From an optimization exercise on the open Yosys and OpenROAD flow, aimed at small area; shortcuts taken in it are not production practice.
Function was checked by simulation only, so behaviour that the tests miss may differ from the original.

==> inputs of v28 <==
==> flow/design.v <==
module ubx_navpvt_rx (
    input  wire         clk,
    input  wire         rst,         
    input  wire         in_valid,
    output wire         in_ready,
    input  wire [7:0]   in_byte,
    input  wire [31:0]  now,
    input  wire         cb_set,
    input  wire         cb_en,
    input  wire         msg_load,    
    input  wire         fix_load,    
    input  wire [31:0]  cnt_data,
    output reg          fix_event,
    output wire [703:0] rec,
    output reg          valid_fix,
    output reg  [31:0]  msg_count,
    output reg  [31:0]  fix_count,
    output wire [31:0]  fix_age
);
    reg  [6:0]   pos;
    reg  [7:0]   ck_a;
    reg  [7:0]   ck_b;
    reg          ck_a_ok;
    reg  [687:0] wrec;         
    reg  [687:0] crec;         
    reg          committed;    
    reg  [31:0]  last_fix_ts;
    reg          hook_en;
    assign in_ready = 1'b1;
    assign rec = {crec, 5'd0, {3{committed}}, 7'd0, committed};
    wire in_body   = (pos >= 7'd4) && (pos <= 7'd89);
    wire shift     = in_valid && in_body;
    wire do_ckb    = in_valid && (pos == 7'd91);
    wire do_commit = do_ckb && ck_a_ok && (ck_b == in_byte);
    wire [7:0] w_fixtype = wrec[8*22 +: 8];    
    wire w_is_fix  = (w_fixtype != 8'd0) && (w_fixtype != 8'd5);
    wire do_fix    = do_commit && w_is_fix;
    wire [7:0] ck_a_next = ck_a + in_byte;
    always @(posedge clk) begin
        if (rst) begin
            pos <= 7'd0;
        end else if (in_valid) begin
            case (pos)
                7'd0: pos <= (in_byte == 8'hB5) ? 7'd1 : 7'd0;
                7'd1: pos <= (in_byte == 8'h62) ? 7'd2 : 7'd0;
                7'd2: pos <= (in_byte == 8'h01) ? 7'd3 : 7'd0;
                7'd3: pos <= (in_byte == 8'h07) ? 7'd4 : 7'd0;
                7'd91: pos <= 7'd0;
                default: pos <= pos + 7'd1;
            endcase
        end
    end
    always @(posedge clk) begin
        if (pos <= 7'd3) begin
            ck_a <= 8'h08;
            ck_b <= 8'h09;
        end else if (shift) begin
            ck_a <= ck_a_next;
            ck_b <= ck_b + ck_a_next;
        end
        if (in_valid && pos == 7'd90)
            ck_a_ok <= (ck_a == in_byte);
    end
    wire w_s1 = shift;                       
    wire w_s0 = ~shift;                      
    wire c_s1 = do_commit & ~rst;            
    wire c_s0 = ~do_commit & ~rst;           
    wire t_s1 = do_fix & ~rst;               
    wire t_s0 = ~do_fix & ~rst;              
    wire m_s1 = msg_load & ~rst;             
    wire m_s0 = ~msg_load & ~rst;            
    wire f_s1 = fix_load & ~rst;             
    wire f_s0 = ~fix_load & ~rst;            
    wire [32:0] m_all1;
    wire [32:0] f_all1;
    assign m_all1[0] = 1'b1;
    assign f_all1[0] = 1'b1;
    wire [687:0] wrec_d;
    wire [687:0] crec_d;
    wire [31:0]  ts_d;
    wire [31:0]  mc_d;
    wire [31:0]  fc_d;
    genvar g;
    generate
        for (g = 0; g < 688; g = g + 1) begin : g_rec
            ubx_sel2 u_w (.s1(w_s1), .a(g < 680 ? wrec[g+8] : in_byte[g-680]),
                          .s0(w_s0), .b(wrec[g]), .y(wrec_d[g]));
            ubx_sel2 u_c (.s1(c_s1), .a(wrec[g]), .s0(c_s0), .b(crec[g]),
                          .y(crec_d[g]));
        end
        for (g = 0; g < 32; g = g + 1) begin : g_w32
            assign m_all1[g+1] = m_all1[g] & msg_count[g];
            assign f_all1[g+1] = f_all1[g] & fix_count[g];
            ubx_sel2 u_t (.s1(t_s1), .a(now[g]), .s0(t_s0), .b(last_fix_ts[g]),
                          .y(ts_d[g]));
            ubx_sel2 u_m (.s1(m_s1), .a(cnt_data[g]), .s0(m_s0),
                          .b(msg_count[g] ^ (do_commit & m_all1[g])),
                          .y(mc_d[g]));
            ubx_sel2 u_f (.s1(f_s1), .a(cnt_data[g]), .s0(f_s0),
                          .b(fix_count[g] ^ (do_fix & f_all1[g])),
                          .y(fc_d[g]));
        end
    endgenerate
    always @(posedge clk) begin
        wrec        <= wrec_d;
        crec        <= crec_d;
        last_fix_ts <= ts_d;
        msg_count   <= mc_d;
        fix_count   <= fc_d;
    end
    always @(posedge clk) begin
        if (rst) begin
            committed   <= 1'b0;
            valid_fix   <= 1'b0;
            hook_en     <= 1'b0;
            fix_event   <= 1'b0;
        end else begin
            fix_event <= do_fix && hook_en;
            if (do_ckb)
                valid_fix <= do_fix;
            if (do_commit)
                committed <= 1'b1;
            if (cb_set)
                hook_en <= cb_en;
        end
    end
    wire [31:0] age_b = ~last_fix_ts;
    wire [31:0] age_p = now ^ age_b;
    wire [31:0] age_g0 = now & age_b;
    wire age_gi0 = age_g0[0] | age_p[0];
    wire age_G0 = age_g0[1] | (age_p[1] & age_gi0);
    wire age_G1 = age_g0[3] | (age_p[3] & age_g0[2]);
    wire age_P1 = age_p[3] & age_p[2];
    wire age_G2 = age_g0[5] | (age_p[5] & age_g0[4]);
    wire age_P2 = age_p[5] & age_p[4];
    wire age_G3 = age_g0[7] | (age_p[7] & age_g0[6]);
    wire age_P3 = age_p[7] & age_p[6];
    wire age_G4 = age_g0[9] | (age_p[9] & age_g0[8]);
    wire age_P4 = age_p[9] & age_p[8];
    wire age_G5 = age_g0[11] | (age_p[11] & age_g0[10]);
    wire age_P5 = age_p[11] & age_p[10];
    wire age_G6 = age_g0[13] | (age_p[13] & age_g0[12]);
    wire age_P6 = age_p[13] & age_p[12];
    wire age_G7 = age_g0[15] | (age_p[15] & age_g0[14]);
    wire age_P7 = age_p[15] & age_p[14];
    wire age_G8 = age_g0[17] | (age_p[17] & age_g0[16]);
    wire age_P8 = age_p[17] & age_p[16];
    wire age_G9 = age_g0[19] | (age_p[19] & age_g0[18]);
    wire age_P9 = age_p[19] & age_p[18];
    wire age_G10 = age_g0[21] | (age_p[21] & age_g0[20]);
    wire age_P10 = age_p[21] & age_p[20];
    wire age_G11 = age_g0[23] | (age_p[23] & age_g0[22]);
    wire age_P11 = age_p[23] & age_p[22];
    wire age_G12 = age_g0[25] | (age_p[25] & age_g0[24]);
    wire age_P12 = age_p[25] & age_p[24];
    wire age_G13 = age_g0[27] | (age_p[27] & age_g0[26]);
    wire age_P13 = age_p[27] & age_p[26];
    wire age_G14 = age_g0[29] | (age_p[29] & age_g0[28]);
    wire age_P14 = age_p[29] & age_p[28];
    wire age_G15 = age_g0[31] | (age_p[31] & age_g0[30]);
    wire age_P15 = age_p[31] & age_p[30];
    wire age_G16 = age_G1 | (age_P1 & age_G0);
    wire age_G17 = age_G3 | (age_P3 & age_G2);
    wire age_P17 = age_P3 & age_P2;
    wire age_G18 = age_G5 | (age_P5 & age_G4);
    wire age_P18 = age_P5 & age_P4;
    wire age_G19 = age_G7 | (age_P7 & age_G6);
    wire age_P19 = age_P7 & age_P6;
    wire age_G20 = age_G9 | (age_P9 & age_G8);
    wire age_P20 = age_P9 & age_P8;
    wire age_G21 = age_G11 | (age_P11 & age_G10);
    wire age_P21 = age_P11 & age_P10;
    wire age_G22 = age_G13 | (age_P13 & age_G12);
    wire age_P22 = age_P13 & age_P12;
    wire age_G23 = age_G15 | (age_P15 & age_G14);
    wire age_P23 = age_P15 & age_P14;
    wire age_G24 = age_G17 | (age_P17 & age_G16);
    wire age_G25 = age_G19 | (age_P19 & age_G18);
    wire age_P25 = age_P19 & age_P18;
    wire age_G26 = age_G21 | (age_P21 & age_G20);
    wire age_P26 = age_P21 & age_P20;
    wire age_G27 = age_G23 | (age_P23 & age_G22);
    wire age_P27 = age_P23 & age_P22;
    wire age_G28 = age_G25 | (age_P25 & age_G24);
    wire age_G29 = age_G27 | (age_P27 & age_G26);
    wire age_P29 = age_P27 & age_P26;
    wire age_G30 = age_G29 | (age_P29 & age_G28);
    wire age_G31 = age_G26 | (age_P26 & age_G28);
    wire age_G32 = age_G18 | (age_P18 & age_G24);
    wire age_G33 = age_G20 | (age_P20 & age_G28);
    wire age_G34 = age_G22 | (age_P22 & age_G31);
    wire age_G35 = age_G2 | (age_P2 & age_G16);
    wire age_G36 = age_G4 | (age_P4 & age_G24);
    wire age_G37 = age_G6 | (age_P6 & age_G32);
    wire age_G38 = age_G8 | (age_P8 & age_G28);
    wire age_G39 = age_G10 | (age_P10 & age_G33);
    wire age_G40 = age_G12 | (age_P12 & age_G31);
    wire age_G41 = age_G14 | (age_P14 & age_G34);
    wire age_G42 = age_g0[2] | (age_p[2] & age_G0);
    wire age_G43 = age_g0[4] | (age_p[4] & age_G16);
    wire age_G44 = age_g0[6] | (age_p[6] & age_G35);
    wire age_G45 = age_g0[8] | (age_p[8] & age_G24);
    wire age_G46 = age_g0[10] | (age_p[10] & age_G36);
    wire age_G47 = age_g0[12] | (age_p[12] & age_G32);
    wire age_G48 = age_g0[14] | (age_p[14] & age_G37);
    wire age_G49 = age_g0[16] | (age_p[16] & age_G28);
    wire age_G50 = age_g0[18] | (age_p[18] & age_G38);
    wire age_G51 = age_g0[20] | (age_p[20] & age_G33);
    wire age_G52 = age_g0[22] | (age_p[22] & age_G39);
    wire age_G53 = age_g0[24] | (age_p[24] & age_G31);
    wire age_G54 = age_g0[26] | (age_p[26] & age_G40);
    wire age_G55 = age_g0[28] | (age_p[28] & age_G34);
    wire age_G56 = age_g0[30] | (age_p[30] & age_G41);
    assign fix_age[0] = ~age_p[0];
    assign fix_age[1] = age_p[1] ^ age_gi0;
    assign fix_age[2] = age_p[2] ^ age_G0;
    assign fix_age[3] = age_p[3] ^ age_G42;
    assign fix_age[4] = age_p[4] ^ age_G16;
    assign fix_age[5] = age_p[5] ^ age_G43;
    assign fix_age[6] = age_p[6] ^ age_G35;
    assign fix_age[7] = age_p[7] ^ age_G44;
    assign fix_age[8] = age_p[8] ^ age_G24;
    assign fix_age[9] = age_p[9] ^ age_G45;
    assign fix_age[10] = age_p[10] ^ age_G36;
    assign fix_age[11] = age_p[11] ^ age_G46;
    assign fix_age[12] = age_p[12] ^ age_G32;
    assign fix_age[13] = age_p[13] ^ age_G47;
    assign fix_age[14] = age_p[14] ^ age_G37;
    assign fix_age[15] = age_p[15] ^ age_G48;
    assign fix_age[16] = age_p[16] ^ age_G28;
    assign fix_age[17] = age_p[17] ^ age_G49;
    assign fix_age[18] = age_p[18] ^ age_G38;
    assign fix_age[19] = age_p[19] ^ age_G50;
    assign fix_age[20] = age_p[20] ^ age_G33;
    assign fix_age[21] = age_p[21] ^ age_G51;
    assign fix_age[22] = age_p[22] ^ age_G39;
    assign fix_age[23] = age_p[23] ^ age_G52;
    assign fix_age[24] = age_p[24] ^ age_G31;
    assign fix_age[25] = age_p[25] ^ age_G53;
    assign fix_age[26] = age_p[26] ^ age_G40;
    assign fix_age[27] = age_p[27] ^ age_G54;
    assign fix_age[28] = age_p[28] ^ age_G34;
    assign fix_age[29] = age_p[29] ^ age_G55;
    assign fix_age[30] = age_p[30] ^ age_G41;
    assign fix_age[31] = age_p[31] ^ age_G56;
endmodule
module ubx_sel2 (
    input  wire s1,
    input  wire a,
    input  wire s0,
    input  wire b,
    output wire y
);
    assign y = (s1 & a) | (s0 & b);
endmodule
==> flow/flow/run.sh <==
#!/bin/bash
# Layout flow: the standard ORFS layout (standard.sh) with two changes:
#  - the port buffers that placement puts on every input and output are the
#    smallest buffer cell, sky130_fd_sc_hd__buf_1;
#  - clock tree synthesis uses clkbuf_4 cells, smaller sink clusters than the
#    default and no dummy loads.
set -euo pipefail
export BUFFER_PORTS_ARGS="-buffer_cell sky130_fd_sc_hd__buf_1"
export CTS_ARGS="-sink_clustering_enable -repair_clock_nets -dont_use_dummy_load -buf_list sky130_fd_sc_hd__clkbuf_4 -sink_clustering_size 10 -sink_clustering_max_diameter 40"
bash standard.sh finish > standard_flow.log 2>&1
==> flow/standard.sh <==
#!/bin/bash
# synth_recipe.tcl (not shown) runs the flow's synth.tcl, then flattens the netlist and writes it again
# the make line also repeats each setting of config.mk as NAME=value (left out here)
make -C /OpenROAD-flow-scripts/flow DESIGN_CONFIG=/design/flow/config.mk WORK_HOME=/design/flow/orfs CLKGATE_MAP_FILE= SYNTH_SCRIPT=/design/flow/synth_recipe.tcl "${@:-finish}"
==> flow/config.mk <==
export PLATFORM = sky130hd
export DESIGN_NAME = ubx_navpvt_rx
export DESIGN_NICKNAME = ubx_navpvt_rx
export VERILOG_FILES = /design/flow/design.v
export SDC_FILE = /design/flow/constraint.sdc
export NUM_CORES = 4
export LEC_CHECK = 0
export CAP_MARGIN = 20
export CORE_MARGIN = 2
export CORE_UTILIZATION = 76
export PLACE_DENSITY = 0.84
export SLEW_MARGIN = 20
export SYNTH_HIERARCHICAL = 1
export SYNTH_MINIMUM_KEEP_SIZE = 0
==> flow/constraint.sdc <==
create_clock -name core_clock -period 8.0 [get_ports {clk}]
set_input_delay 1.6000 -clock core_clock [delete_from_list [all_inputs] [get_ports {clk}]]
set_output_delay 1.6000 -clock core_clock [all_outputs]
set_load 0.01 [all_outputs]
==> inputs of v14, as changes to v28 <==
==> flow/design.v (replaced) <==
module ubx_navpvt_rx (
    input  wire         clk,
    input  wire         rst,         
    input  wire         in_valid,
    output wire         in_ready,
    input  wire [7:0]   in_byte,
    input  wire [31:0]  now,
    input  wire         cb_set,
    input  wire         cb_en,
    input  wire         msg_load,    
    input  wire         fix_load,    
    input  wire [31:0]  cnt_data,
    output reg          fix_event,
    output wire [703:0] rec,
    output reg          valid_fix,
    output reg  [31:0]  msg_count,
    output reg  [31:0]  fix_count,
    output wire [31:0]  fix_age
);
    reg  [6:0]   pos;
    reg  [7:0]   ck_a;
    reg  [7:0]   ck_b;
    reg          ck_a_ok;
    reg  [687:0] wrec;         
    reg  [687:0] crec;         
    reg          committed;    
    reg  [31:0]  last_fix_ts;
    reg          hook_en;
    assign in_ready = 1'b1;
    assign rec = {crec, 5'd0, {3{committed}}, 7'd0, committed};
    wire in_body   = (pos >= 7'd4) && (pos <= 7'd89);
    wire shift     = in_valid && in_body;
    wire do_ckb    = in_valid && (pos == 7'd91);
    wire do_commit = do_ckb && ck_a_ok && (ck_b == in_byte);
    wire [7:0] w_fixtype = wrec[8*22 +: 8];    
    wire w_is_fix  = (w_fixtype != 8'd0) && (w_fixtype != 8'd5);
    wire do_fix    = do_commit && w_is_fix;
    wire [7:0] ck_a_next = ck_a + in_byte;
    always @(posedge clk) begin
        if (rst) begin
            pos <= 7'd0;
        end else if (in_valid) begin
            case (pos)
                7'd0: pos <= (in_byte == 8'hB5) ? 7'd1 : 7'd0;
                7'd1: pos <= (in_byte == 8'h62) ? 7'd2 : 7'd0;
                7'd2: pos <= (in_byte == 8'h01) ? 7'd3 : 7'd0;
                7'd3: pos <= (in_byte == 8'h07) ? 7'd4 : 7'd0;
                7'd91: pos <= 7'd0;
                default: pos <= pos + 7'd1;
            endcase
        end
    end
    always @(posedge clk) begin
        if (pos <= 7'd3) begin
            ck_a <= 8'h08;
            ck_b <= 8'h09;
        end else if (shift) begin
            ck_a <= ck_a_next;
            ck_b <= ck_b + ck_a_next;
        end
        if (in_valid && pos == 7'd90)
            ck_a_ok <= (ck_a == in_byte);
    end
    wire w_s1 = shift;                       
    wire w_s0 = ~shift;                      
    wire c_s1 = do_commit & ~rst;            
    wire c_s0 = ~do_commit & ~rst;           
    wire t_s1 = do_fix & ~rst;               
    wire t_s0 = ~do_fix & ~rst;              
    wire m_s1 = msg_load & ~rst;             
    wire m_s0 = ~msg_load & ~rst;            
    wire f_s1 = fix_load & ~rst;             
    wire f_s0 = ~fix_load & ~rst;            
    wire [32:0] m_all1;
    wire [32:0] f_all1;
    assign m_all1[0] = 1'b1;
    assign f_all1[0] = 1'b1;
    wire [687:0] wrec_d;
    wire [687:0] crec_d;
    wire [31:0]  ts_d;
    wire [31:0]  mc_d;
    wire [31:0]  fc_d;
    genvar g;
    generate
        for (g = 0; g < 688; g = g + 1) begin : g_rec
            ubx_sel2 u_w (.s1(w_s1), .a(g < 680 ? wrec[g+8] : in_byte[g-680]),
                          .s0(w_s0), .b(wrec[g]), .y(wrec_d[g]));
            ubx_sel2 u_c (.s1(c_s1), .a(wrec[g]), .s0(c_s0), .b(crec[g]),
                          .y(crec_d[g]));
        end
        for (g = 0; g < 32; g = g + 1) begin : g_w32
            assign m_all1[g+1] = m_all1[g] & msg_count[g];
            assign f_all1[g+1] = f_all1[g] & fix_count[g];
            ubx_sel2 u_t (.s1(t_s1), .a(now[g]), .s0(t_s0), .b(last_fix_ts[g]),
                          .y(ts_d[g]));
            ubx_sel2 u_m (.s1(m_s1), .a(cnt_data[g]), .s0(m_s0),
                          .b(msg_count[g] ^ (do_commit & m_all1[g])),
                          .y(mc_d[g]));
            ubx_sel2 u_f (.s1(f_s1), .a(cnt_data[g]), .s0(f_s0),
                          .b(fix_count[g] ^ (do_fix & f_all1[g])),
                          .y(fc_d[g]));
        end
    endgenerate
    always @(posedge clk) begin
        wrec        <= wrec_d;
        crec        <= crec_d;
        last_fix_ts <= ts_d;
        msg_count   <= mc_d;
        fix_count   <= fc_d;
    end
    always @(posedge clk) begin
        if (rst) begin
            committed   <= 1'b0;
            valid_fix   <= 1'b0;
            hook_en     <= 1'b0;
            fix_event   <= 1'b0;
        end else begin
            fix_event <= do_fix && hook_en;
            if (do_ckb)
                valid_fix <= do_fix;
            if (do_commit)
                committed <= 1'b1;
            if (cb_set)
                hook_en <= cb_en;
        end
    end
    assign fix_age = now - last_fix_ts;
endmodule
module ubx_sel2 (
    input  wire s1,
    input  wire a,
    input  wire s0,
    input  wire b,
    output wire y
);
    assign y = (s1 & a) | (s0 & b);
endmodule
--- a/flow/config.mk
+++ b/flow/config.mk
@@ -7,8 +7,8 @@
 export LEC_CHECK = 0
 export CAP_MARGIN = 20
 export CORE_MARGIN = 2
-export CORE_UTILIZATION = 76
-export PLACE_DENSITY = 0.84
+export CORE_UTILIZATION = 82
+export PLACE_DENSITY = 0.9
 export SLEW_MARGIN = 20
 export SYNTH_HIERARCHICAL = 1
 export SYNTH_MINIMUM_KEEP_SIZE = 0
==> comparison table <==
item	v14	v28
Gate Count Post-Synth	3610	3538
Adder and majority cell fraction of the synthesized area	0.01482	0.02076
Count of cell types in the netlist	63	54
Post-synthesis xor/xnor area fraction	0.01989	0.01924
Die Ht	243.7 µm	252.4 µm
Outcome	aborted with a tool error	timing/DRC/antenna clean
Failing step	3_2_place_iop	-
Fraction of the mapped netlist area in simple logic gates	0.02701	0.02317
Starting Density	0.8324	0.7639
Share of cell area taken by muxes after synthesis	0.0004249	0.0006405
Row count	87	91
Post-synth design cell area	47120 µm²	46880 µm²
Average size of a mapped cell	13.05 µm²	13.25 µm²
Share of the yosys chip area belonging to registers	0.6376	0.6407

[re-timing with driven ports]
No port has a modelled driver above. Below, the same layout with a new extraction and two added sets of constraints.
Step 1 assumes that a clkbuf_16 drives the clock port and a buf_2 every other input.
Step 2, shift: input delay + t, output delay - t, t = (earliest + latest rising clock arrival at the registers) / 2. This alone moves slack from input paths to output paths.
Slacks: ideal ports / drivers / drivers and shift; pairs: ideal ports / drivers.
run: v28
t (ns): 1.073
setup slack, ns: 1.512 / 1.276 / 1.276
cell pins on the clock port's net: 1
After both steps v28 still meets setup and hold. For v28, drivers alone change the setup slack by -0.236 ns; drivers and shift together by -0.236 ns.
